Context: an optimization exercise on an open-source flow, tuned for small area, a short achievable clock period and few clock cycles. The choices shown serve that exercise and are no tape-out recipe.
At most, simulation tests tie the RTL to the original design; equivalence was not proved.
The RTL of runs 1, 5 and 6 was laid out without a check of its function.
No activity file was given, so power comes from the tool's default toggle rates.

**design/flow/flow/run.sh**
```bash
#!/bin/bash
# Own layout flow: the standard ORFS flow (standard.sh), with the ports
# buffered by buf_2 cells instead of the default delay buffers, and the
# timing repair after CTS and global routing aimed at a setup slack margin
# (the clock period and constraints are the design's; only the repair
# effort changes). Each tool's full output goes to a log in this folder.
set -euo pipefail
MARGIN=47
bash standard.sh "SETUP_SLACK_MARGIN=$MARGIN" \
    "BUFFER_PORTS_ARGS=-buffer_cell sky130_fd_sc_hd__buf_2" finish > standard_finish.log 2>&1
```
**design/flow/standard.sh**
```bash
#!/bin/bash
# synth_recipe.tcl (not shown) runs the flow's synth.tcl, then flattens the netlist and writes it again
# the make line also repeats each setting of config.mk as NAME=value (left out here)
make -C /OpenROAD-flow-scripts/flow DESIGN_CONFIG=/design/flow/config.mk WORK_HOME=/design/flow/orfs CLKGATE_MAP_FILE= SYNTH_SCRIPT=/design/flow/synth_recipe.tcl "${@:-finish}"
```
**design/flow/config.mk**
```make
export PLATFORM = sky130hd
export DESIGN_NAME = toy_lic_tce
export DESIGN_NICKNAME = toy_lic_tce
export VERILOG_FILES = /design/flow/design.v
export SDC_FILE = /design/flow/constraint.sdc
export NUM_CORES = 4
export LEC_CHECK = 0
export CAP_MARGIN = 20
export CORE_MARGIN = 2
export CORE_UTILIZATION = 40
export SLEW_MARGIN = 20
```
**design/flow/constraint.sdc**
```tcl
create_clock -name core_clock -period 60.0 [get_ports {clk}]
set_input_delay 12.0000 -clock core_clock [delete_from_list [all_inputs] [get_ports {clk}]]
set_output_delay 12.0000 -clock core_clock [all_outputs]
set_load 0.01 [all_outputs]
```
**design/flow/design.v**
```verilog
module toy_lic_tce (
    input  wire        clk,
    input  wire        rst,           
    input  wire        lic_ready,     
    input  wire        cmd_valid,
    output wire        cmd_ready,
    input  wire [31:0] cmd_word,
    input  wire [31:0] cmd_arg,
    output reg         done,
    output reg  [3:0]  status,
    output reg  [31:0] res,
    output reg         fault,
    output reg  [1:0]  cal_state,
    output wire        bus_req,
    output wire        bus_we,
    output wire [1:0]  bus_space,
    output wire [15:0] bus_addr,
    output wire [31:0] bus_wdata,
    input  wire        bus_ack,
    input  wire [31:0] bus_rdata
);
    localparam integer D  = 4;               
    localparam integer ND = (32 + D - 1) / D;
    localparam [1:0] SP_MMIO = 2'd0, SP_PORT = 2'd1, SP_LOG = 2'd2;
    localparam [3:0] ST_OK = 4'd0, ST_ILLEGAL = 4'd1, ST_NOT_READY = 4'd2,
                     ST_UNCAL = 4'd3, ST_SEQ = 4'd4, ST_CAL_FAILED = 4'd5,
                     ST_RANGE = 4'd6;
    localparam [1:0] UNCAL = 2'd0, CAL_OK = 2'd1, CAL_FAILED = 2'd2;
    localparam [4:0]
        S_IDLE  = 5'd0,
        S_C_LVT = 5'd1,  S_C_TDCR = 5'd2,  S_C_TICR = 5'd3,  S_C_RDSC = 5'd4,
        S_C_WRSC = 5'd5, S_C_MODE = 5'd6,  S_C_CNTLO = 5'd7, S_C_CNTHI = 5'd8,
        S_C_POLL = 5'd9, S_C_RDCUR = 5'd10, S_C_DIV = 5'd11, S_C_STOP = 5'd12,
        S_C_RDSC2 = 5'd13, S_C_WRSC2 = 5'd14, S_C_LOG = 5'd15,
        S_T_STOP = 5'd16, S_T_WSEL = 5'd17, S_T_SEL = 5'd18, S_T_LVT = 5'd19,
        S_T_WCNT = 5'd20, S_T_TICR = 5'd21, S_P_STOP = 5'd22;
    reg [4:0]  state;
    reg        rdy;
    reg        b_req, b_we;
    reg [1:0]  b_space;
    reg [9:0]  b_addr;
    reg        w_iv, w_cnt, w_c;     
    reg [7:0]  cw;                   
    reg        cw17;
    reg        zr;                   
    reg [31:0] iv;           
    reg        periodic;
    reg [25:0] tq;           
    reg [6:0]  tr;           
    reg [41:0] acc;          
    reg        ovf;          
    reg [6:0]  rem;
    reg [2:0]  dig;          
    reg        first;        
    reg        fin;          
    assign cmd_ready = rdy;
    assign bus_req   = b_req;
    assign bus_we    = b_we;
    assign bus_space = b_space;
    assign bus_addr  = {6'd0, b_addr};
    assign bus_wdata = ({32{w_iv}} & iv) |
                       ({32{w_cnt}} & {acc[34:4], acc[3] | zr}) |
                       ({32{w_c}} & {14'd0, cw17, 9'd0, cw});
    wire is_cal   = (cmd_word == 32'h9000_0000);
    wire is_start = (cmd_word[31:1] == 31'h5000_0000);    
    wire is_stop  = (cmd_word == 32'hB000_0000);
    wire legal    = is_cal | is_start | is_stop;
    reg [3:0] refuse_code;
    always @(*) begin
        if (!legal)                            refuse_code = ST_ILLEGAL;
        else if (!lic_ready)                   refuse_code = ST_NOT_READY;
        else if (is_cal && cal_state != UNCAL) refuse_code = ST_SEQ;
        else if (is_start && cal_state != CAL_OK) refuse_code = ST_UNCAL;
        else                                   refuse_code = ST_OK;
    end
    function [5:0] nbits;        
        input [31:0] v;
        integer n;
        begin
            nbits = 6'd0;
            for (n = 0; n < 32; n = n + 1)
                if (v[n]) nbits = n[5:0] + 6'd1;
        end
    endfunction
    reg [2:0] lead;
    integer li;
    always @(*) begin
        lead = 3'd0;
        for (li = 1; li < ND; li = li + 1)
            if (cmd_arg[D*li +: D] != {D{1'b0}}) lead = li[2:0];
    end
    wire [5:0] n_iv  = (a[3] ? 6'd4 : a[2] ? 6'd3 : a[1] ? 6'd2 : a[0] ? 6'd1 : 6'd0) +
                       {1'b0, dig, 2'b00};
    wire [5:0] n_res = nbits(res);
    wire [6:0] n_sum = {1'b0, n_iv} + {1'b0, n_res};
    reg        fit_r, big_r;
    wire       fit_sz = first ? (n_sum <= 7'd41) : fit_r;     
    wire       big_sz = first ? (n_sum >= 7'd51) : big_r;     
    wire        run  = ((state == S_T_STOP) | (state == S_T_WSEL) | (state == S_T_SEL) |
                        (state == S_T_LVT) | (state == S_T_WCNT) | (state == S_C_DIV)) & ~fin;
    wire [2:0]  d    = dig;
    wire [D-1:0] a   = iv[D*d +: D];
    wire        last = (d == 3'd0);
    wire [D+7:0] x0 = {1'b0, rem, {D{1'b0}}} + tr * a;
    reg  [D:0]   qd;
    integer qi;
    always @(*) begin
        qd = 0;
        for (qi = 1; qi < 2 << D; qi = qi + 1)
            if (x0 >= 125 * qi) qd = qi[D:0];
    end
    wire [6:0]   rem_n = x0[6:0] + {qd, 1'b0} + qd;
    wire [42+D:0] acc_sum = {1'b0, acc, {D{1'b0}}} + tq * a + qd;
    wire [3:0] sel_q;            
    assign sel_q[3] = ovf;
    assign sel_q[2:0] = acc[41] ? 3'd7 : acc[40] ? 3'd6 : acc[39] ? 3'd5 :
                        acc[38] ? 3'd4 : acc[37] ? 3'd3 : acc[36] ? 3'd2 :
                        acc[35] ? 3'd1 : 3'd0;
    wire       fits  = (acc[41:35] == 7'd0);
    function [3:0] enc_of;
        input [2:0] k;
        begin
            case (k)
                3'd0: enc_of = 4'hB;
                3'd1: enc_of = 4'h0;
                3'd2: enc_of = 4'h1;
                3'd3: enc_of = 4'h2;
                3'd4: enc_of = 4'h3;
                3'd5: enc_of = 4'h8;
                3'd6: enc_of = 4'h9;
                default: enc_of = 4'hA;
            endcase
        end
    endfunction
    wire        cnt_ok = fin & fits;
    wire tzero = (res == 32'd0);
    reg [4:0] nx_state;
    reg       nx_req, nx_we, nx_fin;
    reg [1:0] nx_space;
    reg [9:0] nx_addr;
    reg [3:0] nx_status;
    always @(*) begin
        nx_state = state; nx_req = 1'b1; nx_we = 1'b1; nx_space = SP_MMIO; nx_addr = 10'h380;
        nx_fin = 1'b0; nx_status = ST_OK;
        case (state)
            S_C_LVT:   begin nx_state = S_C_TDCR;  nx_addr = 10'h3E0; end
            S_C_TDCR:  begin nx_state = S_C_TICR;  nx_addr = 10'h380; end
            S_C_TICR:  begin nx_state = S_C_RDSC;  nx_we = 1'b0; nx_space = SP_PORT; nx_addr = 10'h061; end
            S_C_RDSC:  begin nx_state = S_C_WRSC;  nx_space = SP_PORT; nx_addr = 10'h061; end
            S_C_WRSC:  begin nx_state = S_C_MODE;  nx_space = SP_PORT; nx_addr = 10'h043; end
            S_C_MODE:  begin nx_state = S_C_CNTLO; nx_space = SP_PORT; nx_addr = 10'h042; end
            S_C_CNTLO: begin nx_state = S_C_CNTHI; nx_space = SP_PORT; nx_addr = 10'h042; end
            S_C_CNTHI: begin nx_state = S_C_POLL;  nx_we = 1'b0; nx_space = SP_PORT; nx_addr = 10'h061; end
            S_C_POLL:  begin nx_state = S_C_RDCUR; nx_we = 1'b0; nx_addr = 10'h390; end
            S_C_RDCUR: begin nx_state = S_C_DIV;   nx_req = 1'b0; end
            S_C_DIV:   begin nx_state = S_C_STOP;  nx_req = fin; end
            S_C_STOP:  begin nx_state = S_C_RDSC2; nx_we = 1'b0; nx_space = SP_PORT; nx_addr = 10'h061; end
            S_C_RDSC2: begin nx_state = S_C_WRSC2; nx_space = SP_PORT; nx_addr = 10'h061; end
            S_C_WRSC2: begin
                if (tzero) begin nx_state = S_C_LOG; nx_space = SP_LOG; nx_addr = 10'd1; end
                else begin nx_state = S_IDLE; nx_req = 1'b0; nx_fin = 1'b1; end
            end
            S_C_LOG:   begin nx_state = S_IDLE; nx_req = 1'b0; nx_fin = 1'b1; nx_status = ST_CAL_FAILED; end
            S_T_STOP, S_T_WSEL: begin
                nx_state = S_T_SEL; nx_addr = 10'h3E0;
                if (fin) begin
                    if (sel_q[3]) begin nx_space = SP_LOG; nx_addr = 10'd2; end
                end else if (big_sz) begin
                    nx_space = SP_LOG; nx_addr = 10'd2;
                end else if (!fit_sz) begin
                    nx_state = S_T_WSEL; nx_req = 1'b0;
                end
            end
            S_T_SEL: begin
                if (b_space == SP_LOG) begin
                    nx_state = S_IDLE; nx_req = 1'b0; nx_fin = 1'b1; nx_status = ST_RANGE;
                end else begin
                    nx_state = S_T_LVT; nx_addr = 10'h320;
                end
            end
            S_T_LVT, S_T_WCNT: begin
                nx_state = cnt_ok ? S_T_TICR : S_T_WCNT; nx_req = cnt_ok;
            end
            default: begin nx_state = S_IDLE; nx_req = 1'b0; nx_fin = 1'b1; end   
        endcase
    end
    wire ack  = b_req & bus_ack;
    wire step = (ack & ~((state == S_C_POLL) & ~bus_rdata[5])) |
                (~b_req & (state != S_IDLE) & nx_req);
    wire [2:0] k_sel = fin ? sel_q[2:0] : 3'd0;
    always @(posedge clk) begin
        if (state == S_IDLE) begin
            iv       <= cmd_arg;
            periodic <= cmd_word[0];
        end else if (ack) begin
            case (state)
                S_C_TDCR:  iv <= 32'hFFFF_FFFF;
                S_C_RDSC:  iv <= {24'd0, (bus_rdata[7:0] & 8'hFD) | 8'h01};
                S_C_RDCUR: iv <= ~bus_rdata;
                S_C_RDSC2: iv <= {24'd0, bus_rdata[7:0] & 8'hFE};
                default: ;
            endcase
        end
        if (state == S_IDLE || state == S_C_RDCUR) begin
            acc <= 42'd0; ovf <= 1'b0; rem <= 7'd0; first <= 1'b1; fin <= 1'b0;
            dig <= (state == S_IDLE) ? lead : 3'd7;
        end else if (run) begin
            acc <= acc_sum[41:0];
            ovf <= ovf | (acc_sum[42+D:42] != 0);
            rem <= rem_n;
            dig <= d - 3'd1;
            first <= 1'b0;
            fin <= last;
            if (first) begin
                fit_r <= (n_sum <= 7'd41);
                big_r <= (n_sum >= 7'd51);
            end
        end else if (fin && !fits && state != S_T_WSEL && state != S_T_STOP) begin
            acc <= acc >> 1;         
        end
        if (state == S_C_LVT) begin
            tq <= 26'd0; tr <= 7'd1;
        end else if (state == S_C_DIV && fin) begin
            tq <= acc[25:0]; tr <= rem;
        end
        if (state == S_IDLE) begin
            w_iv <= 1'b0; w_cnt <= 1'b0; w_c <= ~cmd_word[29];     
            cw <= 8'h31; cw17 <= 1'b0;
        end else if (step) begin
            case (state)
                S_C_LVT:   cw <= 8'h0B;
                S_C_TDCR:  begin w_c <= 1'b0; w_iv <= 1'b1; end
                S_C_WRSC:  begin w_iv <= 1'b0; w_c <= 1'b1; cw <= 8'hB0; end
                S_C_MODE:  cw <= 8'h9C;
                S_C_CNTLO: cw <= 8'h2E;
                S_C_DIV:   w_c <= 1'b0;
                S_C_RDSC2: w_iv <= 1'b1;
                S_C_WRSC2: w_iv <= 1'b0;
                S_T_STOP, S_T_WSEL: begin
                    if (nx_space == SP_LOG) w_iv <= 1'b1;
                    else if (nx_req) begin w_c <= 1'b1; cw <= {4'd0, enc_of(k_sel)}; end
                end
                S_T_SEL:   begin cw <= 8'h30; cw17 <= periodic; end
                S_T_LVT, S_T_WCNT: begin
                    w_c <= 1'b0; w_cnt <= 1'b1; zr <= (acc[34:3] == 32'd0);
                end
                default: ;
            endcase
        end
        if (state == S_IDLE) begin
            b_we    <= 1'b1;
            b_space <= SP_MMIO;
            b_addr  <= cmd_word[29] ? 10'h380 : 10'h320;
        end else if (step) begin
            b_we    <= nx_we;
            b_space <= nx_space;
            b_addr  <= nx_addr;
        end
        if (rst) begin
            state     <= S_IDLE;
            rdy       <= 1'b1;
            b_req     <= 1'b0;
            done      <= 1'b0;
            status    <= ST_OK;
            res       <= 32'd0;
            fault     <= 1'b0;
            cal_state <= UNCAL;
        end else if (state == S_IDLE) begin
            done <= 1'b0;
            if (cmd_valid) begin
                status <= refuse_code;
                if (refuse_code != ST_OK) begin
                    fault <= 1'b1;
                    done  <= 1'b1;
                end else begin
                    rdy   <= 1'b0;
                    b_req <= 1'b1;
                    state <= cmd_word[29] ? (cmd_word[28] ? S_P_STOP : S_T_STOP) : S_C_LVT;
                end
            end
        end else begin
            done <= 1'b0;
            if (step) begin
                state  <= nx_state;
                b_req  <= nx_req;
                rdy    <= nx_fin;
                done   <= nx_fin;
                if (nx_fin) status <= nx_status;
                if (state == S_C_RDCUR) res <= ~bus_rdata;
                if (state == S_C_WRSC2) cal_state <= tzero ? CAL_FAILED : CAL_OK;
            end
        end
    end
endmodule
```
==> results of run 1 <==
==> worst max-delay path, stage by stage (launching register included) <==
cell	delay, ns
edfxtp_1	0.51
buf_6	0.18
a222oi_1	0.33
inv_1	0.08
buf_2	0.16
==> power breakdown <==
group / total, mW / switching (mW) / internal (mW)
clock: 0.114 / 0.0561 / 0.0583
sequential: 0.133 / 0.00167 / 0.132
combinational: 0.0255 / 0.0160 / 0.00948
==> synth_stat cells (all sizes together) (9+ instances only) <==
master / instances / area (µm²)
nand2: 265 / 995
nor2: 190 / 713
a21oi: 166 / 831
dfxtp: 144 / 2880
inv: 138 / 518
clkbuf: 111 / 417
o21ai: 103 / 515
ha: 102 / 1280
fa: 100 / 2000
a211oi: 72 / 546
nor2b: 52 / 325
edfxtp: 47 / 1410
nand3: 46 / 230
and2: 34 / 213
nor3: 34 / 180
mux2i: 33 / 330
nor4: 33 / 292
xnor2: 29 / 254
a22o: 25 / 219
buf: 25 / 150
a21o: 24 / 180
xor2: 23 / 201
nand2b: 22 / 145
a31oi: 17 / 106
o21bai: 17 / 128
nand4: 15 / 93.8
and3: 13 / 81.3
o22ai: 13 / 81.3
o31ai: 12 / 90.1
a22oi: 11 / 82.6
o21a: 10 / 75.1
o211ai: 9 / 67.6
or4: 9 / 75.1
==> sequential cells by signal (all words and copies together), names as in the netlist, 2 cells and up <==
register   flops
acc           42
cal_state      2
b_space        2
tq            26
res           32
tr             7
state          5
dig            3
status         3
iv            32
rem            7
cw             7
b_addr         7
==> how the worst max path moves through the flow <==
stage	from	to	slack, ns
floorplan	cmd_word[22]	rdy$_SDFFE_PP1P_	46.32
global placement	bus_rdata[5]	state[4]$_SDFFE_PP0P_	45.69
detailed placement	bus_rdata[5]	state[4]$_SDFFE_PP0P_	45.60
CTS	w_c$_DFFE_PP_	bus_wdata[2]	46.29
global route	w_c$_DFFE_PP_	bus_wdata[17]	46.22
finish	w_c$_DFFE_PP_	bus_wdata[1]	46.28
==> cell type report <==
cell class,instances,area (µm²),share of cell area
Timing Repair Buffer,276,2180,0.107
Multi-Input combinational cell,1599,12100,0.591
Inverter,139,522,0.0255
Sequential cell,191,4420,0.216
Clock inverter,13,128,0.00623
Tap cell,539,674,0.0329
Clock buffer,19,433,0.0211
==> timing repair <==
item                       4_1_cts  5_1_grt
setup endpoints to repair      168       91
pin swaps                       54       43
gates resized for setup        200       73
gates cloned                    11        0
buffers inserted                50       10
==> routing by layer <==
layer | track usage | wire length (µm) | up-vias
li1 | - | - | 7580
met1 | 0.325 | 23300 | 7866
met2 | 0.451 | 27900 | 736
met3 | 0.0505 | 4500 | 130
met4 | 0.138 | 2720 | 0
met5 | 0 | 0 | -
==> logic make-up after synthesis <==
family | Yosys count | synth area share
buffers and inverters | 275 | 0.0649
xor gates and xnor gates | 52 | 0.0271
AOI/OAI and AO/OA | 549 | 0.212
adders and majority gates | 202 | 0.195
and+or+nand+nor | 744 | 0.213
muxes | 42 | 0.0311
other | 1 | 0.000223
DFF | 191 | 0.256
==> through the flow <==
stage	cell area [µm²]	utilization	cells	hold WS, ns	setup WS, ns
after CTS	20100	0.481	2766	0.452	46.29
after floorplan	17000	-	2064	0.418	46.32
after global routing	20500	0.491	2776	0.480	46.22
after detailed placement	18200	0.436	2673	0.439	45.60
after global placement	18200	0.436	2673	0.443	45.69
final	20500	0.491	2776	0.465	46.28
==> summary.txt, run 1 <==
- Overall Power: 0.273 mW
- Reg2reg start: dig[0]$_DFFE_PP_
- Number of synthesized flops with an enable pin: 47
- FILL cells: 4025
- Max Fclk: 72.9 MHz
- CTS Sinks: ~190
- Number of diodes: 0
- Count of pins over their slew limit: 0
- Most common cell after layout, fill and taps aside: nand2_1
- Vias: 16300
- Reg2Reg Setup Slack: 48.92 ns
- I/O pins: 194
- Worst IR drop on VDD: 0.0000176 V
- Final Net Count: roughly 2500
- Clock tree root driver cell: clkbuf_16
- Final HPWL DP: 41.5 mm
- Leak: 9.04 nW
- #FFs+latches synth: about 190
- Routed WL: slightly below 60 mm
- Mapped Cells: 2056
- Vias per inst: between 5 and 6
- Req. time, crit path: 48.00 ns
- # hold bufs at CTS: 0
- Total CTS buffers: 17
- IO buf count: 184
- All-Layer GR Usage: 0.267
- RSZ-0062 raised after global routing: yes
- WHS Endpoint: fault$_SDFFE_PP0P_
- Type of origin of the critical path: flip-flop
- Post-synthesis sequential area ratio: 0.256
- CP Max Fanout: 5
- Clock transition at path regs: 0.08 ns
- Die Height: 209 µm
- Async set-reset flop share out of synthesis: 0
- TritonCTS clock tree: yes
- GRT overflow: 0
- Final setup violation count: 0
- Worst skew pair latency: 0.46 ns
- Min-delay worst type: reg -> reg
- CP arrival: approximately 1.7 ns
- Max clock buf depth: 2
- Largest net degree at the start of global routing: 66
- Core Area: 41700 µm²
- Site row count: 75
- Critical setup path kind: reg -> out
- Final period util: 0.229
- Max cap viols: 0
- Outcome: complete, no violations
- CP Capture Type: output port
- Full die area: 43600 µm²
- Setup TNS: 0 ns
- Syn-to-layout area delta: 22.0%
- Syn_area_per_cell: 8.16 µm²
- Ys flop type: dfxtp_1
- Layout cells sized above 1: 0.218
- Max_slew headroom: 0.306
- Clock skew: 0.0141 ns
- DRC Markers: 0
- Cell Area, Synth: about 17000 µm²
- Worst Min Path Start: fault$_SDFFE_PP0P_
- Power per cell area: approximately 13 nW/µm²
- Period minus WS final: approximately 14 ns
- Gp weighted congestion: 0.954
- R2R cell count: 33
- Die W: between 200 and 250 µm
- Starting density of the core: 0.403
- Count of different cell masters after synthesis: 84
- Routed len/inst: 21.1 µm
- Htree depth: 4
- Least-Margin Pin Slew: around 1.0 ns
- TritonRoute pass-1 iters: 6
- Global-route wire length before repair: 91.6 mm
- Reg-to-reg endpoint: acc[38]$_SDFFE_PN0P_
- Synthesis warning total: 1
- Worst Hold Depth: 2
- Number of nets still failing antenna checks after routing: 0
- Initial antenna violation count: 0
- Iteration-0 DRC Markers: 1513
- Final hold violations: 0
- Number of global-route vias before repair: roughly 16000
- Most frequent cells in the layout: nand2_1 (261), nor2_1 (174), a21oi_1 (161)
==> inputs of run 2 (changes only) <==
--- a/design/flow/design.v
+++ b/design/flow/design.v
@@ -110,7 +110,41 @@
             if (x0 >= 125 * qi) qd = qi[D:0];
     end
     wire [6:0]   rem_n = x0[6:0] + {qd, 1'b0} + qd;
-    wire [42+D:0] acc_sum = {1'b0, acc, {D{1'b0}}} + tq * a + qd;
+    localparam integer AW = 43 + D;
+    wire [AW-1:0] pr [0:D+1];
+    genvar gi;
+    generate
+        for (gi = 0; gi < D; gi = gi + 1) begin : pp_row
+            assign pr[gi] = {{(AW-26){1'b0}}, tq & {26{a[gi]}}} << gi;
+        end
+    endgenerate
+    assign pr[D]     = {1'b0, acc, {D{1'b0}}};
+    assign pr[D + 1] = {{(AW-D-1){1'b0}}, qd};
+    wire [AW-1:0] s1 = pr[0] ^ pr[1] ^ pr[2];
+    wire [AW-1:0] c1 = ((pr[0] & pr[1]) | (pr[0] & pr[2]) | (pr[1] & pr[2])) << 1;
+    wire [AW-1:0] s2 = pr[3] ^ pr[4] ^ pr[5];
+    wire [AW-1:0] c2 = ((pr[3] & pr[4]) | (pr[3] & pr[5]) | (pr[4] & pr[5])) << 1;
+    wire [AW-1:0] s3 = s1 ^ c1 ^ s2;
+    wire [AW-1:0] c3 = ((s1 & c1) | (s1 & s2) | (c1 & s2)) << 1;
+    wire [AW-1:0] s4 = s3 ^ c3 ^ c2;
+    wire [AW-1:0] c4 = ((s3 & c3) | (s3 & c2) | (c3 & c2)) << 1;
+    reg  [AW-1:0] acc_sum, bk_g, bk_p;
+    integer bl, bi;
+    always @(*) begin
+        bk_g = s4 & c4;
+        bk_p = s4 ^ c4;
+        for (bl = 0; (1 << bl) < AW; bl = bl + 1)                
+            for (bi = (2 << bl) - 1; bi < AW; bi = bi + (2 << bl)) begin
+                bk_g[bi] = bk_g[bi] | (bk_p[bi] & bk_g[bi - (1 << bl)]);
+                bk_p[bi] = bk_p[bi] & bk_p[bi - (1 << bl)];
+            end
+        for (bl = 4; bl >= 0; bl = bl - 1)                        
+            for (bi = 3 * (1 << bl) - 1; bi < AW; bi = bi + (2 << bl)) begin
+                bk_g[bi] = bk_g[bi] | (bk_p[bi] & bk_g[bi - (1 << bl)]);
+                bk_p[bi] = bk_p[bi] & bk_p[bi - (1 << bl)];
+            end
+        acc_sum = (s4 ^ c4) ^ {bk_g[AW-2:0], 1'b0};
+    end
     wire [3:0] sel_q;            
     assign sel_q[3] = ovf;
     assign sel_q[2:0] = acc[41] ? 3'd7 : acc[40] ? 3'd6 : acc[39] ? 3'd5 :
==> summary.txt, run 2 <==
- Clock transition at path regs: 0.08 ns (about the same)
- Most numerous cell in the Yosys netlist: nand2_1
- Routed len/inst: 20.0 µm (-5.0%)
- Largest net degree at the start of global routing: 65 (-1.5%)
- Final period util: 0.226 (-0.00268)
- Leak: 8.48 nW (-6.2%)
- Routed WL: 50.7 mm (-13%)
- All-Layer GR Usage: 0.244 (-0.0233)
- Die Height: 205 µm (-1.8%)
- Int Pwr: 0.376 mW (+88%)
- Syn_area_per_cell: 8.71 µm² (+6.7%)
- Number of synthesized flops with an enable pin: 47 (unchanged)
- #FFs+latches synth: 191 (unchanged)
- Largest cells by area after synthesis: dfxtp_1 (18%), fa_1 (14%), edfxtp_1 (8.7%)
- Mapped Cells: 1858 (-9.6%)
- Type of origin of the critical path: flip-flop
- Most frequent cells in the layout: buf_2 (175), nand2_1 (169), nor2_1 (156)
- Outcome: complete, no violations
- Post-Layout Cell Count: 2533 (-8.8%)
- Clock power share: 0.171 (-0.248)
- Xor/xnor cell area share of the yosys netlist: 0.0195 (-0.00765)
- Total CTS buffers: 17 (unchanged)
- Met2 WL: 24.3 mm (-13%)
- Number of nets still failing antenna checks after routing: 0 (unchanged)
- Most flop-heavy register: acc
- TritonCTS clock tree: yes
- Clock tree root driver cell: clkbuf_16
- TritonRoute pass-1 iters: 5 (-1)
- Cell taking the most area after synthesis: dfxtp_1
- Cell Area, Synth: 16200 µm² (-3.6%)
- Final setup violation count: 0 (unchanged)
- Final hold violations: 0 (unchanged)
- Max Fclk: 73.8 MHz (+1.2%)
- Synth top area share: 0.178 (+0.00643)
- Die W: 205 µm (-1.8%)
- Number of diodes: 0 (unchanged)
- CP Max Fanout: 8 (+3)
- # hold bufs at CTS: 0 (unchanged)
- Cells after DPL: 2473 (-7.5%)
- Adder-cell share of the synthesized area: 0.225 (+0.0299)
- Multiplexer share of the synthesized area: 0.0263 (-0.00479)
- Clock skew: 0.0213 ns (+0.00719 ns)
- Syn-to-layout area delta: 15.9%
- Core Area: 39800 µm² (-4.4%)
- Combinational power share: 0.555 (+0.462)
- Starting density of the core: 0.406 (+0.00342)
- Setup TNS: 0 ns (unchanged)
- RSZ-0062 raised after global routing: yes
- Req. time, crit path: 48.00 ns (about the same)
- Ys flop type: dfxtp_1
- Htree depth: 4 (unchanged)
- IO buf count: 184 (unchanged)
- Iteration-0 DRC Markers: 1249 (-17%)
- Flip-flop and latch area: 4410 µm² (-0.34%)
- Initial antenna violation count: 0 (unchanged)
- Max cap viols: 0 (unchanged)
- Max clock buf depth: 2 (unchanged)
- DRC Markers: 0 (unchanged)
- Worst IR drop on VDD: 0.0000243 V (+38%)
- Met3 WL post-DR: 3.41 mm (-24%)
- Most common cell after layout, fill and taps aside: buf_2
- CP Capture Type: output port
- Async set-reset flop share out of synthesis: 0 (unchanged)
- Global-route wire length before repair: 80.9 mm (-12%)
- Biggest regs: acc: 42 flops, iv: 32 flops, res: 32 flops
- CP arrival: 1.56 ns (-0.16 ns)
- I/O pins: 194 (unchanged)
- Multi-input logic area: 11300 µm² (-7.0%)
- Final Net Count: 2318 (-8.3%)
- Vias: 14800 (-9.6%)
- R2R cell count: 39 (+18%)
- Synth cell count leaders: nand2_1 (169), nor2_1 (160), dfxtp_1 (144)
- Layout cells sized above 1: 0.190 (-0.0284)
- Period minus WS final: 13.56 ns (-0.161 ns)
- Compound-gate portion of the synthesized area: 0.208 (-0.00473)
- Sw Ratio: 0.493 (+0.223)
- Net Sw Power: 0.365 mW (+390%)
- Count of pins over their slew limit: 0 (unchanged)
- Least-Margin Pin Slew: 1.08 ns (+0.0420 ns)
- GRT overflow: 0 (unchanged)
- Power per cell area: 39.5 nW/µm² (+200%)
- Max reg flops: 42 (unchanged)
- Post-synthesis sequential area ratio: 0.265 (+0.00958)
- Number of global-route vias before repair: 14600 (-11%)
- Worst skew pair latency: 0.46 ns (about the same)
- CTS Sinks: 191 (unchanged)
- Final HPWL DP: 37.4 mm (-9.9%)
- Full die area: 42100 µm² (-3.5%)
- DRT met1 WL: 22.0 mm (-5.5%)
- Critical setup path kind: reg -> out
- Count of different cell masters after synthesis: 89 (+6.0%)
- Largest family of logic cells by synthesized area: adder cells
- Max_slew headroom: 0.273 (-0.0332)
- Gp weighted congestion: 0.885 (-7.3%)
- DR top layer: met4
- Min-delay worst type: reg -> reg
- Simple-gate portion of the synthesized area: 0.199 (-0.0144)
- Synthesis warning total: 1 (unchanged)
- Worst Hold Depth: 2 (unchanged)
- Seq pwr share: 0.274 (-0.214)
- Site row count: 73 (-2.7%)
- Vias per inst: 5.82 (-0.89%)
- FILL cells: 3919 (-2.6%)
==> run 2: cell families (layout without fill, tap and decap cells) <==
family                   count (synthesis)  after routing
AO/OA/AOI/OAI                          499            501
buffers and inverters                  229            369
other                                    1              9
XOR/XNOR                                36             36
adder cells (fa/ha/maj)                223            223
flip-flops                             191            191
AND/OR/NAND/NOR                        648            648
multiplexers                            31             31
==> run 2: stage by stage <==
step / hold slack, ns / setup slack (ns) / instance area [µm²] / utilization / total power, mW
final: 0.475 / 46.44 / 18700 / 0.471 / 0.740
after global routing: 0.498 / 46.35 / 18700 / 0.471 / 0.791
after CTS: 0.475 / 46.41 / 18500 / 0.465 / 0.738
after detailed placement: 0.464 / 46.09 / 17500 / 0.440 / 0.600
after global placement: 0.452 / 46.15 / 17500 / 0.440 / 0.597
after floorplan: 0.437 / 46.58 / 16300 / - / 0.465
==> run 2: worst paths after layout <==
kind,slack [ns],to,from
setup / recovery,46.44,bus_wdata[1],w_c$_DFFE_PP_
hold reg to reg,0.47,cw[3]$_SDFFE_PP0P_,cw[3]$_SDFFE_PP0P_
hold / removal,0.47,cw[3]$_SDFFE_PP0P_,cw[3]$_SDFFE_PP0P_
setup reg to reg,48.53,ovf$_SDFFE_PN0P_,dig[0]$_DFFE_PP_
==> run 2: layer usage <==
layer | global-route usage | vias to the layer above
met1 | 0.331 | 7226
met2 | 0.407 | 566
li1 | - | 6896
met5 | 0 | -
met4 | 0.0624 | 0
met3 | 0.0352 | 63
==> run 2: layout make-up <==
| cell class | count | share of cell area |
|---|---|---|
| clock buffers | 17 | 0.0227 |
| clock inverters | 15 | 0.0123 |
| multi-input cells | 1448 | 0.600 |
| repair buffers | 234 | 0.0738 |
| well taps | 525 | 0.0350 |
| inverters | 103 | 0.0206 |
| flip-flops and latches | 191 | 0.235 |
==> run 2: what timing repair did <==
action / 4_1_cts / 5_1_grt
endpoints found under the hold margin: 0 / 0
setup buffers: 14 / 12
pin swaps: 14 / 15
gates cloned: 2 / 0
setup endpoints to repair: 115 / 101
resized for setup: 82 / 34
==> run 2: power by group through the flow <==
| stage | Clock (mW) | Combinational [mW] | Sequential (mW) |
|---|---|---|---|
| 2_1_floorplan | 0 | 0.276 | 0.189 |
| 3_3_place_gp | 0 | 0.387 | 0.210 |
| 3_5_place_dp | 0 | 0.390 | 0.210 |
| 4_1_cts | 0.128 | 0.407 | 0.203 |
| 5_1_grt | 0.133 | 0.453 | 0.205 |
| 6_report | 0.127 | 0.411 | 0.202 |
==> run 2: critical path: stages (launching register included) <==
cell and delay (ns):
edfxtp_1 0.38, buf_6 0.16, a222oi_1 0.34, inv_1 0.07, buf_2 0.15
Testbench counts of run 2, summed over its fixed seeds: cycles 28,106.
==> inputs of run 3 (changes only) <==
--- a/design/flow/flow/run.sh
+++ b/design/flow/flow/run.sh
@@ -5,6 +5,6 @@
 # (the clock period and constraints are the design's; only the repair
 # effort changes). Each tool's full output goes to a log in this folder.
 set -euo pipefail
-MARGIN=47
+MARGIN=45.5
 bash standard.sh "SETUP_SLACK_MARGIN=$MARGIN" \
     "BUFFER_PORTS_ARGS=-buffer_cell sky130_fd_sc_hd__buf_2" finish > standard_finish.log 2>&1
--- a/design/flow/config.mk
+++ b/design/flow/config.mk
@@ -5,6 +5,7 @@
 export SDC_FILE = /design/flow/constraint.sdc
 export NUM_CORES = 4
 export LEC_CHECK = 0
+export ABC_AREA = 1
 export CAP_MARGIN = 20
 export CORE_MARGIN = 2
 export CORE_UTILIZATION = 40
==> summary.txt, run 3 <==
- Outcome: complete, no violations
- Synth cell count leaders: nand2_1 (413), inv_1 (315), nor2_1 (294)
- Vias per inst: 5.40 (-7.3%)
- Routed len/inst: 18.1 µm (-9.6%)
- Hold_ws: 0.454 ns (-0.0211 ns)
- Power per cell area: 47.7 nW/µm² (+21%)
- Total CTS buffers: 17 (unchanged)
- Critical setup path kind: reg -> out
- Number of nets still failing antenna checks after routing: 0 (unchanged)
- Core Area: 39800 µm² (unchanged)
- Cell taking the most area after synthesis: dfxtp_1
- Gp weighted congestion: 0.940 (+6.2%)
- CP max-delay cell: dfxtp_1
- Worst skew pair latency: 0.47 ns (about the same)
- CP arrival: 2.36 ns (+0.80 ns)
- Crit path cell chain: inv_1 > o21ai_0 > buf_2
- Largest family of logic cells by synthesized area: simple AND/OR/NAND/NOR gates
- IO buf count: 184 (unchanged)
- Max reg flops: 42 (unchanged)
- Syn-to-layout area delta: 12.2%
- Mapped Cells: 2196 (+18%)
- Cell Area, Synth: 16200 µm² (about the same)
- RSZ-0062 raised after global routing: no
- Final HPWL DP: 41.0 mm (+9.6%)
- Multi-input logic area: 10300 µm² (-8.6%)
- Die W: 205 µm (about the same)
- Clock transition at path regs: 0.08 ns (about the same)
- TritonRoute pass-1 iters: 6 (+1)
- Min-delay worst type: reg -> reg
- All-Layer GR Usage: 0.251 (+0.00764)
- Async set-reset flop share out of synthesis: 0 (unchanged)
- Most common cell after layout, fill and taps aside: nand2_1
- Flip-flop and latch area: 4300 µm² (-2.6%)
- Max_slew headroom: 0.313 (+0.0407)
- Syn_area_per_cell: 7.36 µm² (-15%)
- Largest cells by area after synthesis: dfxtp_1 (18%), fa_1 (14%), nand2_1 (9.6%)
- Clock tree root driver cell: clkbuf_16
- Final hold violations: 0 (unchanged)
- Finished Cell Area: 18100 µm² (-3.2%)
- Crit. Startpoint: w_iv$_SDFFE_PP0P_
- #FFs+latches synth: 191 (unchanged)
- Final Net Count: 2661 (+15%)
- Ys flop type: dfxtp_1
- Reg2reg start: dig[0]$_DFFE_PP_
- Biggest regs: acc: 42 flops, iv: 32 flops, res: 32 flops
- Global-route wire length before repair: 82.3 mm (+1.7%)
- Routed WL: 52.1 mm (+2.7%)
- Setup TNS: 0 ns (unchanged)
- Period minus WS final: 14.36 ns (+0.803 ns)
- Clock skew: 0.0146 ns (-0.00672 ns)
- Xor/xnor cell area share of the yosys netlist: 0.0157 (-0.00378)
- Least-Margin Pin Slew: 1.03 ns (-0.0543 ns)
- Htree depth: 4 (unchanged)
- Initial antenna violation count: 0 (unchanged)
- Multiplexer share of the synthesized area: 0 (-0.0263)
- CP Capture Type: output port
- Synthesis warning total: 1 (unchanged)
- TritonCTS clock tree: yes
- Leak: 8.97 nW (+5.8%)
- Count of different cell masters after synthesis: 64 (-28%)
- Number of global-route vias before repair: 15200 (+4.0%)
- Largest net degree at the start of global routing: 53 (-18%)
- Site row count: 73 (unchanged)
- Placed Area: 17500 µm² (-0.11%)
- Req. time, crit path: 48.00 ns (about the same)
- Number of diodes: 0 (unchanged)
- Starting density of the core: 0.406 (about the same)
- Post-synthesis sequential area ratio: 0.266 (about the same)
- Count of pins over their slew limit: 0 (unchanged)
- Max clock buf depth: 2 (unchanged)
- Iteration-0 DRC Markers: 1304 (+4.4%)
- DRC Markers: 0 (unchanged)
- Adder-cell share of the synthesized area: 0.225 (-0.000532)
- Vias: 15500 (+5.2%)
- Slowest Stage Delay on Critical Path: 0.61 ns (+0.23 ns)
- Simple-gate portion of the synthesized area: 0.237 (+0.0388)
- Synth top area share: 0.178 (about the same)
- Place WS: 45.75 ns (-0.343 ns)
- CP Max Fanout: 18 (+10)
- Most flop-heavy register: acc
- Max Fclk: 69.6 MHz (-5.6%)
- Max cap viols: 0 (unchanged)
- I/O pins: 194 (unchanged)
- Compound-gate portion of the synthesized area: 0.155 (-0.0527)
- Most numerous cell in the Yosys netlist: nand2_1
- FILL cells: 4152 (+5.9%)
- GRT overflow: 0 (unchanged)
- Full die area: 42000 µm² (about the same)
- Most frequent cells in the layout: nand2_1 (413), inv_1 (315), nor2_1 (292)
- Number of synthesized flops with an enable pin: 47 (unchanged)
- Reg2Reg Setup Slack: 49.02 ns (+0.49 ns)
- Die Height: 205 µm (about the same)
- Final worst setup slack: 45.64 ns (-0.803 ns)
- Worst IR drop on VDD: 0.0000332 V (+37%)
- Worst Min Path Start: fault$_SDFFE_PP0P_
- Layout cells sized above 1: 0.129 (-0.0604)
- Final setup violation count: 0 (unchanged)
- CTS Sinks: 191 (unchanged)
- Overall Power: 0.865 mW (+17%)
- Type of origin of the critical path: flip-flop
- Final period util: 0.239 (+0.0134)
run 3: worst paths after layout:
check	to	cells past startpoint
worst min register to register	fault$_SDFFE_PP0P_	2
worst max register to register	ovf$_SDFFE_PN0P_	53
worst max-delay path	bus_wdata[16]	3
worst min-delay path	fault$_SDFFE_PP0P_	2
run 3: power by group:
part	leakage (nW)	internal [mW]	switching, mW
combinational	7.07	0.165	0.376
clock	0.303	0.0578	0.0638
sequential	1.59	0.175	0.0275
run 3: cells by family after synthesis:
| family | after synthesis |
|---|---|
| AO/OA/AOI/OAI | 443 |
| flip-flops | 191 |
| other | 1 |
| XOR/XNOR | 29 |
| buffers and inverters | 415 |
| adder cells (fa/ha/maj) | 222 |
| AND/OR/NAND/NOR | 895 |
run 3: area by class of cell:
cell class                 count  area share
inverter                     330      0.0683
sequential                   191       0.237
multi-input combinational   1598       0.567
tap                          525      0.0362
clock buffer                  17      0.0235
timing repair buffer         200      0.0574
clock inverter                15      0.0111
run 3: repair_timing:
action,in CTS,in global routing
resized for setup,0,2
setup buffers,0,0
hold buffers,0,0
hold endpoints to repair,0,0
endpoints found under the setup margin,0,2
run 3: worst max-delay path: cells and delay by family, from the launching register on:
family | cells | cell delay [ns]
buffers and inverters | 2 | 0.66
AOI/OAI and AO/OA | 1 | 0.61
DFF | 1 | 0.61
run 3: routing by layer:
layer  track usage  up-vias  wire (µm)
met2         0.416      604      24300
met1         0.339     7425      22800
met3        0.0439       54       3830
li1              -     7436          -
met5             0        -          0
met4        0.0650        0       1120
run 3: per-stage QoR:
step / util / cells
6_report: 0.456 / 2876
5_1_grt: 0.456 / 2876
4_1_cts: 0.455 / 2876
3_5_place_dp: 0.440 / 2844
3_3_place_gp: 0.440 / 2844
2_1_floorplan: - / 2204
==> inputs of run 4 (changes only) <==
--- a/design/flow/config.mk
+++ b/design/flow/config.mk
@@ -5,7 +5,6 @@
 export SDC_FILE = /design/flow/constraint.sdc
 export NUM_CORES = 4
 export LEC_CHECK = 0
-export ABC_AREA = 1
 export CAP_MARGIN = 20
 export CORE_MARGIN = 2
 export CORE_UTILIZATION = 40
==> summary.txt, run 4 <==
- Xor/xnor cell area share of the yosys netlist: 0.0195 (+0.00378)
- Clock skew: 0.0183 ns (+0.00366 ns)
- Final period util: 0.231 (-0.00836)
- Min-delay worst type: reg -> reg
- CP arrival: 1.86 ns (-0.50 ns)
- Routed WL: 49.4 mm (-5.2%)
- Type of origin of the critical path: flip-flop
- Full die area: 42100 µm² (about the same)
- Most flop-heavy register: acc
- TritonRoute pass-1 iters: 6 (unchanged)
- Number of synthesized flops with an enable pin: 47 (unchanged)
- Final Net Count: 2291 (-14%)
- Async set-reset flop share out of synthesis: 0 (unchanged)
- Setup TNS: 0 ns (unchanged)
- Vias per inst: 5.84 (+8.2%)
- Ys flop type: dfxtp_1
- Clock tree root driver cell: clkbuf_16
- Outcome: complete, no violations
- Number of global-route vias before repair: 14500 (-4.8%)
- Routed len/inst: 19.7 µm (+8.8%)
- Int Pwr: 0.361 mW (-9.2%)
- Mapped Cells: 1858 (-15%)
- Simple-gate portion of the synthesized area: 0.199 (-0.0388)
- Worst Hold Depth: 2 (unchanged)
- Max clock buf depth: 2 (unchanged)
- Most frequent cells in the layout: buf_2 (184), nand2_1 (169), nor2_1 (158)
- Leak: 8.24 nW (-8.2%)
- Power per cell area: 39.6 nW/µm² (-17%)
- Htree depth: 4 (unchanged)
- Starting density of the core: 0.406 (about the same)
- IO buf count: 184 (unchanged)
- Final worst setup slack: 46.14 ns (+0.502 ns)
- Total CTS buffers: 17 (unchanged)
- CP Capture Type: output port
- Vias: 14600 (-5.7%)
- Req. time, crit path: 48.00 ns (about the same)
- Layout cells sized above 1: 0.146 (+0.0166)
- Site row count: 73 (unchanged)
- Combinational power share: 0.543 (-0.082)
- Die W: 205 µm (about the same)
- DRC Markers: 0 (unchanged)
- Crit path buf inv count: 2 (unchanged)
- Die Height: 205 µm (about the same)
- GRT overflow: 0 (unchanged)
- Slowest Stage Delay on Critical Path: 0.60 ns (about the same)
- Biggest regs: acc: 42 flops, iv: 32 flops, res: 32 flops
- Number of nets still failing antenna checks after routing: 0 (unchanged)
- Least-Margin Pin Slew: 0.995 ns (-0.0332 ns)
- CP top delay family: compound AO/OA/AOI/OAI gates
- Core Area: 39800 µm² (unchanged)
- Seq pwr share: 0.290 (+0.056)
- #FFs+latches synth: 191 (unchanged)
- Count of pins over their slew limit: 0 (unchanged)
- Final hold violations: 0 (unchanged)
- Global-route wire length before repair: 79.6 mm (-3.2%)
- Multiplexer share of the synthesized area: 0.0263 (+0.0263)
- Crit. Startpoint: w_c$_DFFE_PP_
- Place WS: 46.18 ns (+0.435 ns)
- Compound-gate portion of the synthesized area: 0.208 (+0.0527)
- RSZ-0062 raised after global routing: no
- Synth cell count leaders: nand2_1 (169), nor2_1 (160), dfxtp_1 (144)
- Cell Area, Synth: 16200 µm² (about the same)
- Syn_area_per_cell: 8.71 µm² (+18%)
- R2R cell count: 36 (-32%)
- Clock transition at path regs: 0.08 ns (about the same)
- Worst Min Path Start: rem[2]$_SDFFE_PN0P_
- Iteration-0 DRC Markers: 1371 (+5.1%)
- Worst skew pair latency: 0.47 ns (about the same)
- Finished Cell Area: 18100 µm² (-0.11%)
- Cell taking the most area after synthesis: dfxtp_1
- Number of diodes: 0 (unchanged)
- Max_slew headroom: 0.332 (+0.0181)
- Max reg flops: 42 (unchanged)
- Final setup violation count: 0 (unchanged)
- Gp weighted congestion: 0.906 (-3.7%)
- TritonCTS clock tree: yes
- FILL cells: 4002 (-3.6%)
- Most common cell after layout, fill and taps aside: buf_2
- Placed Area: 17500 µm² (-0.12%)
- Worst IR drop on VDD: 0.0000267 V (-20%)
- All-Layer GR Usage: 0.239 (-0.0121)
- CTS Sinks: 191 (unchanged)
- Sw Ratio: 0.497 (-0.0427)
- CP max-delay cell: a222oi_1
- Max cap viols: 0 (unchanged)
- Reg-to-reg endpoint: ovf$_SDFFE_PN0P_
- Largest net degree at the start of global routing: 65 (+23%)
- Clock power share: 0.167 (+0.026)
- Reg2reg start: dig[0]$_DFFE_PP_
- Adder-cell share of the synthesized area: 0.225 (+0.000532)
- Net Sw Power: 0.357 mW (-24%)
- Largest cells by area after synthesis: dfxtp_1 (18%), fa_1 (14%), edfxtp_1 (8.7%)
- Largest family of logic cells by synthesized area: adder cells
- Syn-to-layout area delta: 12.0%
- Initial antenna violation count: 0 (unchanged)
- Synthesis warning total: 1 (unchanged)
- Critical setup path kind: reg -> out
- Post-CTS sizing: 0 (unchanged)
- Count of different cell masters after synthesis: 89 (+39%)
- Post-synthesis sequential area ratio: 0.265 (about the same)
- Period minus WS final: 13.86 ns (-0.502 ns)
- Max Fclk: 72.2 MHz (+3.6%)
- # hold bufs at CTS: 0 (unchanged)
- Synth top area share: 0.178 (about the same)
- Number of buffers added for setup after CTS: 0 (unchanged)
- I/O pins: 194 (unchanged)
- Most numerous cell in the Yosys netlist: nand2_1
- CP Max Fanout: 8 (-10)
- Reg2Reg Setup Slack: 48.11 ns (-0.91 ns)
- Crit path cell chain: a222oi_1 > inv_1 > buf_2
- Overall Power: 0.718 mW (-17%)
- Final HPWL DP: 37.3 mm (-9.0%)
- WHS Endpoint: tr[2]$_SDFFE_PP0P_
[run 4: cell types whose count changed after synthesis, sizes merged, moves of 27 or more]
cell / previous run / this run
a21oi: 166 / 139
nand2: 434 / 169
a211oi: 7 / 57
o21ai: 151 / 81
a21o: 4 / 35
nand3: 79 / 35
nor2: 303 / 161
nor2b: 0 / 136
inv: 328 / 102
clkbuf: 60 / 102
a31oi: 51 / 11
[run 4: worst max path at each step]
stage,end,cells past startpoint
final,bus_wdata[1],3
after global routing,bus_wdata[1],3
after CTS,bus_wdata[1],3
after detailed placement,rdy$_SDFFE_PP1P_,9
after global placement,rdy$_SDFFE_PP1P_,9
after floorplan,iv[0]$_DFFE_PP_,3
[run 4: cell families after synthesis]
| group | count (synthesis) |
|---|---|
| DFF | 191 |
| muxes | 31 |
| other | 1 |
| and+or+nand+nor | 648 |
| xor gates and xnor gates | 36 |
| buffers and inverters | 229 |
| adders and majority gates | 223 |
| AOI/OAI and AO/OA | 499 |
[run 4: layout make-up]
type                    instances  area (µm²)  share of cell area
clock inverters                15         201              0.0111
well taps                     525         657              0.0363
inverters                     103         387              0.0213
clock buffers                  17         425              0.0235
repair buffers                209        1110              0.0612
multi-input cells            1446       11000               0.610
flip-flops and latches        191        4300               0.237
[run 4: worst min-delay path, stage by stage, from the launching register on]
cell	delay, ns
dfxtp_1	0.33
nand2_1	0.06
a21oi_1	0.05
[run 4: metal layers]
metal,share of wire,track usage,up-vias
li1,-,-,6840
met1,0.43,0.328,7131
met2,0.48,0.393,605
met3,0.070,0.0350,59
met4,0.020,0.0671,0
met5,0,0,-
[run 4: power by group through the flow]
stage | clock network (mW) | logic [mW] | registers, mW
after global placement | 0 | 0.385 | 0.210
after detailed placement | 0 | 0.388 | 0.210
after floorplan | 0 | 0.274 | 0.189
after global routing | 0.127 | 0.431 | 0.211
after CTS | 0.122 | 0.390 | 0.208
final | 0.120 | 0.390 | 0.208
[run 4: through the flow]
step,cells,util,hold slack [ns]
floorplan,1866,-,0.437
global placement,2474,0.439,0.449
detailed placement,2474,0.439,0.457
CTS,2506,0.455,0.471
global route,2506,0.455,0.488
finish,2506,0.455,0.467
==> inputs of run 5 (changes only) <==
--- a/design/flow/design.v
+++ b/design/flow/design.v
@@ -102,14 +102,10 @@
     wire [D-1:0] a   = iv[D*d +: D];
     wire        last = (d == 3'd0);
     wire [D+7:0] x0 = {1'b0, rem, {D{1'b0}}} + tr * a;
-    reg  [D:0]   qd;
-    integer qi;
-    always @(*) begin
-        qd = 0;
-        for (qi = 1; qi < 2 << D; qi = qi + 1)
-            if (x0 >= 125 * qi) qd = qi[D:0];
-    end
-    wire [6:0]   rem_n = x0[6:0] + {qd, 1'b0} + qd;
+    wire [D:0]   q_e = x0[D+7:7];
+    wire [7:0]   r_e = {1'b0, x0[6:0]} + {q_e, 1'b0} + q_e;
+    wire         q_c = (r_e >= 8'd125);
+    wire [6:0]   rem_n = q_c ? r_e[6:0] + 7'd3 : r_e[6:0];
     localparam integer AW = 43 + D;
     wire [AW-1:0] pr [0:D+1];
     genvar gi;
@@ -119,15 +115,15 @@
         end
     endgenerate
     assign pr[D]     = {1'b0, acc, {D{1'b0}}};
-    assign pr[D + 1] = {{(AW-D-1){1'b0}}, qd};
+    assign pr[D + 1] = {{(AW-D-1){1'b0}}, q_e};
     wire [AW-1:0] s1 = pr[0] ^ pr[1] ^ pr[2];
     wire [AW-1:0] c1 = ((pr[0] & pr[1]) | (pr[0] & pr[2]) | (pr[1] & pr[2])) << 1;
-    wire [AW-1:0] s2 = pr[3] ^ pr[4] ^ pr[5];
-    wire [AW-1:0] c2 = ((pr[3] & pr[4]) | (pr[3] & pr[5]) | (pr[4] & pr[5])) << 1;
-    wire [AW-1:0] s3 = s1 ^ c1 ^ s2;
-    wire [AW-1:0] c3 = ((s1 & c1) | (s1 & s2) | (c1 & s2)) << 1;
-    wire [AW-1:0] s4 = s3 ^ c3 ^ c2;
-    wire [AW-1:0] c4 = ((s3 & c3) | (s3 & c2) | (c3 & c2)) << 1;
+    wire [AW-1:0] s2 = s1 ^ c1 ^ pr[3];
+    wire [AW-1:0] c2 = ((s1 & c1) | (s1 & pr[3]) | (c1 & pr[3])) << 1;
+    wire [AW-1:0] s3 = s2 ^ c2 ^ pr[4];
+    wire [AW-1:0] c3 = ((s2 & c2) | (s2 & pr[4]) | (c2 & pr[4])) << 1;
+    wire [AW-1:0] s4 = s3 ^ c3 ^ pr[5];
+    wire [AW-1:0] c4 = (((s3 & c3) | (s3 & pr[5]) | (c3 & pr[5])) << 1) | q_c;
     reg  [AW-1:0] acc_sum, bk_g, bk_p;
     integer bl, bi;
     always @(*) begin
@@ -166,7 +162,16 @@
             endcase
         end
     endfunction
-    wire        cnt_ok = fin & fits;
+    wire        lastnow = run & last;
+    wire        rdy_f   = fin | lastnow;
+    wire [41:0] acc_f   = fin ? acc : acc_sum[41:0];
+    wire        ovf_f   = fin ? ovf : (ovf | (acc_sum[42+D:42] != 0));
+    wire [3:0]  sel_f;
+    assign sel_f[3] = ovf_f;
+    assign sel_f[2:0] = acc_f[41] ? 3'd7 : acc_f[40] ? 3'd6 : acc_f[39] ? 3'd5 :
+                        acc_f[38] ? 3'd4 : acc_f[37] ? 3'd3 : acc_f[36] ? 3'd2 :
+                        acc_f[35] ? 3'd1 : 3'd0;
+    wire        cnt_ok  = fin ? fits : (lastnow & fit_sz);
     wire tzero = (res == 32'd0);
     reg [4:0] nx_state;
     reg       nx_req, nx_we, nx_fin;
@@ -197,8 +202,8 @@
             S_C_LOG:   begin nx_state = S_IDLE; nx_req = 1'b0; nx_fin = 1'b1; nx_status = ST_CAL_FAILED; end
             S_T_STOP, S_T_WSEL: begin
                 nx_state = S_T_SEL; nx_addr = 10'h3E0;
-                if (fin) begin
-                    if (sel_q[3]) begin nx_space = SP_LOG; nx_addr = 10'd2; end
+                if (rdy_f) begin
+                    if (sel_f[3]) begin nx_space = SP_LOG; nx_addr = 10'd2; end
                 end else if (big_sz) begin
                     nx_space = SP_LOG; nx_addr = 10'd2;
                 end else if (!fit_sz) begin
@@ -221,7 +226,7 @@
     wire ack  = b_req & bus_ack;
     wire step = (ack & ~((state == S_C_POLL) & ~bus_rdata[5])) |
                 (~b_req & (state != S_IDLE) & nx_req);
-    wire [2:0] k_sel = fin ? sel_q[2:0] : 3'd0;
+    wire [2:0] k_sel = rdy_f ? sel_f[2:0] : 3'd0;
     always @(posedge clk) begin
         if (state == S_IDLE) begin
             iv       <= cmd_arg;
@@ -276,7 +281,7 @@
                 end
                 S_T_SEL:   begin cw <= 8'h30; cw17 <= periodic; end
                 S_T_LVT, S_T_WCNT: begin
-                    w_c <= 1'b0; w_cnt <= 1'b1; zr <= (acc[34:3] == 32'd0);
+                    w_c <= 1'b0; w_cnt <= 1'b1; zr <= (acc_f[34:3] == 32'd0);
                 end
                 default: ;
             endcase
==> summary.txt, run 5 <==
- Clock skew: 0.0166 ns (-0.00171 ns)
- Die W: 204 µm (-0.40%)
- TritonRoute pass-1 iters: 5 (-1)
- Gp weighted congestion: 0.922 (+1.8%)
- Power per cell area: 15.5 nW/µm² (-61%)
- GRT overflow: 0 (unchanged)
- Period minus WS final: 13.92 ns (+0.0631 ns)
- #FFs+latches synth: 191 (unchanged)
- Syn-to-layout area delta: 12.4%
- Die Height: 204 µm (-0.40%)
- Least-Margin Pin Slew: 1.07 ns (+0.0719 ns)
- Final setup violation count: 0 (unchanged)
- Global-route wire length before repair: 77.5 mm (-2.7%)
- Largest net degree at the start of global routing: 65 (unchanged)
- Ys flop type: dfxtp_1
- Layout cells sized above 1: 0.149 (+0.00346)
- CP Max Fanout: 12 (+4)
- Synth cell count leaders: nand2_1 (193), nor2_1 (175), a21oi_1 (163)
- Number of buffers added for setup after CTS: 0 (unchanged)
- Cell taking the most area after synthesis: dfxtp_1
- FILL cells: 3964 (-0.95%)
- Finished Cell Area: 18000 µm² (-0.46%)
- Synthesis warning total: 1 (unchanged)
- Placed Area: 17400 µm² (-0.36%)
- # hold bufs at CTS: 0 (unchanged)
- Vias per inst: 5.69 (-2.6%)
- Critical setup path kind: in -> reg
- Max Fclk: 71.8 MHz (-0.45%)
- Initial antenna violation count: 0 (unchanged)
- Leak: 7.87 nW (-4.4%)
- Count of different cell masters after synthesis: 77 (-13%)
- Async set-reset flop share out of synthesis: 0 (unchanged)
- Largest cells by area after synthesis: dfxtp_1 (18%), fa_1 (14%), ha_1 (9.0%)
- Site row count: 73 (unchanged)
- Number of nets still failing antenna checks after routing: 0 (unchanged)
- Min-delay worst type: reg -> reg
- Max cap viols: 0 (unchanged)
- Type of origin of the critical path: primary input
- Total CTS buffers: 17 (unchanged)
- CTS Sinks: 191 (unchanged)
- CP arrival: 14.28 ns (+12.42 ns)
- TritonCTS clock tree: yes
- Cell Area, Synth: 16000 µm² (-0.81%)
- Synth top area share: 0.180 (+0.00146)
- Clock tree root driver cell: clkbuf_16
- Routed WL: 48.7 mm (-1.3%)
- Most flop-heavy register: acc
- Final Net Count: 2317 (+1.1%)
- Worst skew pair latency: 0.45 ns (-0.02 ns)
- Number of synthesized flops with an enable pin: 47 (unchanged)
- Final period util: 0.232 (+0.00105)
- Max reg flops: 42 (unchanged)
- IO buf count: 184 (unchanged)
- Htree depth: 4 (unchanged)
- Full die area: 41700 µm² (-0.80%)
- Routed len/inst: 19.3 µm (-2.1%)
- CP Capture Type: flip-flop
- Max clock buf depth: 2 (unchanged)
- Setup TNS: 0 ns (unchanged)
- Mapped Cells: 1865 (+0.38%)
- RSZ-0062 raised after global routing: no
- Number of global-route vias before repair: 14100 (-2.6%)
- All-Layer GR Usage: 0.235 (-0.00392)
- Final hold violations: 0 (unchanged)
- Vias: 14400 (-1.8%)
- Outcome: complete, no violations
- Worst IR drop on VDD: 0.0000181 V (-32%)
- Most common cell after layout, fill and taps aside: nand2_1
- Final worst setup slack: 46.08 ns (-0.0631 ns)
- Place WS: 45.68 ns (-0.504 ns)
- Count of pins over their slew limit: 0 (unchanged)
- Starting density of the core: 0.405 (-0.00144)
- Biggest regs: acc: 42 flops, iv: 32 flops, res: 32 flops
- Final HPWL DP: 36.3 mm (-2.8%)
- Syn_area_per_cell: 8.60 µm² (-1.2%)
- Core Area: 39600 µm² (-0.46%)
- DRC Markers: 0 (unchanged)
- I/O pins: 194 (unchanged)
- Iteration-0 DRC Markers: 1243 (-9.3%)
- Req. time, crit path: 60.36 ns (+12.36 ns)
- Max_slew headroom: 0.287 (-0.0450)
- Number of diodes: 0 (unchanged)
- Most frequent cells in the layout: nand2_1 (193), buf_2 (184), nor2_1 (172)
- Post-CTS sizing: 0 (unchanged)
- Most numerous cell in the Yosys netlist: nand2_1
- Clock transition at path regs: 0.09 ns (about the same)
- Post-synthesis sequential area ratio: 0.268 (+0.00217)
## run 5: cell count changes after synthesis, moves of 12 or more
cell	before	now
a211oi_1	57	39
a211oi_2	0	27
a21o_1	35	12
a21oi_1	138	163
a22oi_1	25	12
clkbuf_1	102	83
inv_1	101	123
mux2i_1	20	8
nand2_1	169	193
nand3_1	34	20
nor2_1	160	175
nor3_1	22	34
o22ai_1	16	3
## run 5: power breakdown
part	switching [mW]	internal, mW	leakage, nW
Combinational	0.0132	0.00883	5.93
Clock	0.0612	0.0605	0.298
Sequential	0.00182	0.133	1.65
Total	0.0763	0.203	7.87
## run 5: logic make-up (layout without fill, tap and decap cells)
group / after synthesis / after routing / synth area share
compound gates: 470 / 470 / 0.197
xor+xnor: 51 / 51 / 0.0278
fa+ha+maj: 227 / 227 / 0.229
buf+inv: 240 / 369 / 0.0600
flops: 191 / 191 / 0.268
mux: 16 / 16 / 0.0162
other cells: 1 / 9 / 0.000234
simple gates: 669 / 669 / 0.203
## run 5: path summary, 6_finish.rpt
| kind | from | end | slack, ns | depth (start not counted) |
|---|---|---|---|---|
| min reg2reg | rem[5]$_SDFFE_PN0P_ | tr[5]$_SDFFE_PP0P_ | 0.45 | 2 |
| max | bus_rdata[5] | state[0]$_SDFFE_PP0P_ | 46.08 | 6 |
| max reg2reg | dig[0]$_DFFE_PP_ | cw[4]$_SDFFE_PP1P_ | 46.82 | 47 |
| min | rem[5]$_SDFFE_PN0P_ | tr[5]$_SDFFE_PP0P_ | 0.45 | 2 |
## run 5: through the flow
step / power, mW / hold WS (ns) / util / instances
after floorplan: 0.150 / 0.432 / - / 1873
final: 0.279 / 0.455 / 0.455 / 2527
after global routing: 0.288 / 0.486 / 0.455 / 2527
after detailed placement: 0.160 / 0.442 / 0.440 / 2495
after CTS: 0.281 / 0.456 / 0.455 / 2527
after global placement: 0.160 / 0.444 / 0.440 / 2495
## run 5: final cells by class
class,count,area (µm²),area share
Clock buffer,17,425,0.0236
Clock inverter,15,183,0.0101
Inverter,126,473,0.0262
Multi-Input combinational cell,1442,10900,0.603
Sequential cell,191,4290,0.238
Tap cell,525,657,0.0364
Timing Repair Buffer,211,1120,0.0623
## run 5: layer usage
metal | global-route usage | vias up | share of wire
met5 | 0 | - | 0
met4 | 0.0668 | 0 | 0.022
met3 | 0.0368 | 62 | 0.066
met2 | 0.388 | 522 | 0.47
met1 | 0.318 | 7036 | 0.44
li1 | - | 6752 | -
## run 5: worst max-delay path: stages
cell and delay [ns]:
buf_2 0.13, o311ai_0 0.60, o311ai_2 0.33, a21oi_1 0.85, nor4_1 0.14, a211oi_1 0.23
==> inputs of run 6 (changes only) <==
--- a/design/flow/design.v
+++ b/design/flow/design.v
@@ -231,7 +231,7 @@
         if (state == S_IDLE) begin
             iv       <= cmd_arg;
             periodic <= cmd_word[0];
-        end else if (ack) begin
+        end else begin
             case (state)
                 S_C_TDCR:  iv <= 32'hFFFF_FFFF;
                 S_C_RDSC:  iv <= {24'd0, (bus_rdata[7:0] & 8'hFD) | 8'h01};
@@ -319,13 +319,13 @@
             end
         end else begin
             done <= 1'b0;
+            if (state == S_C_RDCUR) res <= ~bus_rdata;
             if (step) begin
                 state  <= nx_state;
                 b_req  <= nx_req;
                 rdy    <= nx_fin;
                 done   <= nx_fin;
                 if (nx_fin) status <= nx_status;
-                if (state == S_C_RDCUR) res <= ~bus_rdata;
                 if (state == S_C_WRSC2) cal_state <= tzero ? CAL_FAILED : CAL_OK;
             end
         end
==> summary.txt, run 6 <==
- Max Fclk: 72.7 MHz (+1.2%)
- GRT busiest layer: met2
- Starting density of the core: 0.403 (-0.00213)
- Vias: 14100 (-2.1%)
- Mapped Cells: 1866 (+0.054%)
- Power per cell area: 15.9 nW/µm² (+2.6%)
- Leak: 8.21 nW (+4.2%)
- Core Area: 39500 µm² (-0.23%)
- Cell taking the most area after synthesis: dfxtp_1
- Clock skew: 0.0178 ns (+0.00127 ns)
- Critical setup path kind: reg -> out
- DRC Markers: 0 (unchanged)
- # hold bufs at CTS: 0 (unchanged)
- Layout cells sized above 1: 0.140 (-0.00970)
- Type of origin of the critical path: flip-flop
- Crit path buf inv count: 2 (+1)
- Final setup violation count: 0 (unchanged)
- Ys flop type: dfxtp_1
- Largest net degree at the start of global routing: 50 (-23%)
- Routed len/inst: 19.1 µm (-0.76%)
- Max_slew headroom: 0.317 (+0.0304)
- Global-route wire length before repair: 77.3 mm (-0.28%)
- CTS Sinks: 191 (unchanged)
- Grt met3 use: 0.0462 (+0.00935)
- Post-synthesis sequential area ratio: 0.270 (+0.00204)
- Req. time, crit path: 48.00 ns (-12.36 ns)
- Most frequent cells in the layout: nor2_1 (195), a21oi_1 (185), buf_2 (184)
- Count of pins over their slew limit: 0 (unchanged)
- Slowest Stage Delay on Critical Path: 0.55 ns (-0.30 ns)
- Overall Power: 0.286 mW (+2.5%)
- Clock transition at path regs: 0.09 ns (about the same)
- Die Height: 204 µm (-0.37%)
- Full die area: 41400 µm² (-0.74%)
- Synthesis warning total: 1 (unchanged)
- Die W: 204 µm (-0.37%)
- Routed WL: 48.4 mm (-0.65%)
- #FFs+latches synth: 191 (unchanged)
- Site row count: 73 (unchanged)
- Max cap viols: 0 (unchanged)
- Synth cell count leaders: nor2_1 (196), a21oi_1 (186), nand2_1 (181)
- Count of different cell masters after synthesis: 79 (+2.6%)
- Iteration-0 DRC Markers: 1097 (-12%)
- Number of synthesized flops with an enable pin: 47 (unchanged)
- Max clock buf depth: 2 (unchanged)
- Min-delay worst type: reg -> reg
- Most numerous cell in the Yosys netlist: nor2_1
- TritonCTS clock tree: yes
- Period minus WS final: 13.76 ns (-0.163 ns)
- Number of buffers added for setup after CTS: 0 (unchanged)
- Setup TNS: 0 ns (unchanged)
- CP max-delay cell: a222oi_1
- IO buf count: 184 (unchanged)
- Async set-reset flop share out of synthesis: 0 (unchanged)
- Outcome: complete, no violations
- Clock tree root driver cell: clkbuf_16
- Initial antenna violation count: 0 (unchanged)
- RSZ-0062 raised after global routing: no
- Cell Area, Synth: 15900 µm² (-0.76%)
- Final period util: 0.229 (-0.00272)
- Final hold violations: 0 (unchanged)
- Final Net Count: 2320 (+0.13%)
- Final HPWL DP: 37.4 mm (+3.0%)
- Biggest regs: acc: 42 flops, iv: 32 flops, res: 32 flops
- CP top delay family: compound AO/OA/AOI/OAI gates
- Flip-flop and latch area: 4300 µm² (about the same)
- FILL cells: 3880 (-2.1%)
- Syn-to-layout area delta: 13.1%
- Most flop-heavy register: acc
- Syn_area_per_cell: 8.53 µm² (-0.81%)
- Total CTS buffers: 17 (unchanged)
- Hold_ws: 0.461 ns (+0.00598 ns)
## run 6: cell count changes in the layout (fill, tap and decap cells not counted), moves of 8 or more
cell      change
and3_1        -8
o21bai_1     +10
a22o_1        -9
nor2b_1       +9
a22oi_1      +11
nor2_1       +23
a211oi_2     -27
a21oi_1      +22
nand3_1      +12
a221oi_1     +13
o21ai_0      -41
a211oi_1     -17
nand2_1      -12
o22ai_1       +8
## run 6: kinds of logic (layout without fill, tap and decap cells)
family,count (synthesis),in the layout,synth area share
other,1,9,0.000236
adder cells (fa/ha/maj),227,227,0.231
flip-flops,191,191,0.270
XOR/XNOR,50,50,0.0275
AND/OR/NAND/NOR,695,695,0.211
multiplexers,24,24,0.0215
AO/OA/AOI/OAI,441,441,0.180
buffers and inverters,237,368,0.0588
## run 6: worst paths after layout
kind                                           from            endpoint  slack (ns)  cells after the start
worst min register to register  rem[2]$_SDFFE_PN0P_  tr[2]$_SDFFE_PP0P_        0.46                      2
worst max register to register     dig[0]$_DFFE_PP_  cw[4]$_SDFFE_PP1P_       47.23                     44
worst min-delay path            rem[2]$_SDFFE_PN0P_  tr[2]$_SDFFE_PP0P_        0.46                      2
worst max-delay path             w_cnt$_SDFFE_PP0P_        bus_wdata[2]       46.24                      3
## run 6: power by group
part / internal [mW] / leakage, nW / switching, mW
clock network: 0.0596 / 0.315 / 0.0680
registers: 0.133 / 1.65 / 0.00197
logic: 0.00943 / 6.24 / 0.0133
## run 6: worst register-to-register path, delay by kind of cell (launching register included)
kind | cells | cell delay [ns]
AO/OA/AOI/OAI | 13 | 3.75
adder cells (fa/ha/maj) | 10 | 3.54
AND/OR/NAND/NOR | 11 | 2.26
XOR/XNOR | 2 | 0.49
buffers and inverters | 6 | 1.06
multiplexers | 2 | 0.76
flip-flops | 1 | 0.79
## run 6: area by class of cell
type	instances	share of cell area
clock inverter	15	0.0129
multi-input combinational	1446	0.599
clock buffer	17	0.0236
tap	525	0.0365
timing repair buffer	209	0.0627
sequential	191	0.239
inverter	127	0.0265
## run 6: layer usage
metal | wire length, µm | vias up
met2 | 22700 | 526
met5 | 0 | -
li1 | - | 6738
met3 | 3500 | 67
met4 | 1320 | 0
met1 | 20900 | 6744
## run 6: through the flow
stage | std cells | util | cell area [µm²] | setup slack (ns)
detailed placement | 2497 | 0.438 | 17300 | 45.78
global route | 2530 | 0.455 | 18000 | 46.04
CTS | 2529 | 0.455 | 18000 | 45.76
floorplan | 1874 | - | 16000 | 46.25
global placement | 2497 | 0.438 | 17300 | 45.80
finish | 2530 | 0.455 | 18000 | 46.24

[static timing again, ports no longer ideal]
The results above use ideal ports. As a check the final layouts listed here were re-extracted and re-timed, cells and wires unchanged. Step 1 assumes that a clkbuf_16 drives the clock port and a buf_2 every other input. Step 2, shift: input delay + t, output delay - t, t = (earliest + latest rising clock arrival at the registers) / 2. This alone moves slack from input paths to output paths. Slacks: no drivers / after step 1 / after step 2; pairs: no drivers / after step 1.
run | shift t [ns] | slack for setup (ns)
run 1 | 0.508 | 46.284 / 46.227 / 45.977
run 2 | 0.509 | 46.445 / 46.389 / 46.305
run 3 | 0.511 | 45.642 / 45.593 / 45.757
run 4 | 0.510 | 46.143 / 46.091 / 46.185
run 5 | 0.497 | 46.080 / 46.113 / 45.616
run 6 | 0.508 | 46.243 / 46.191 / 45.786
After both steps every run listed still meets setup and hold.
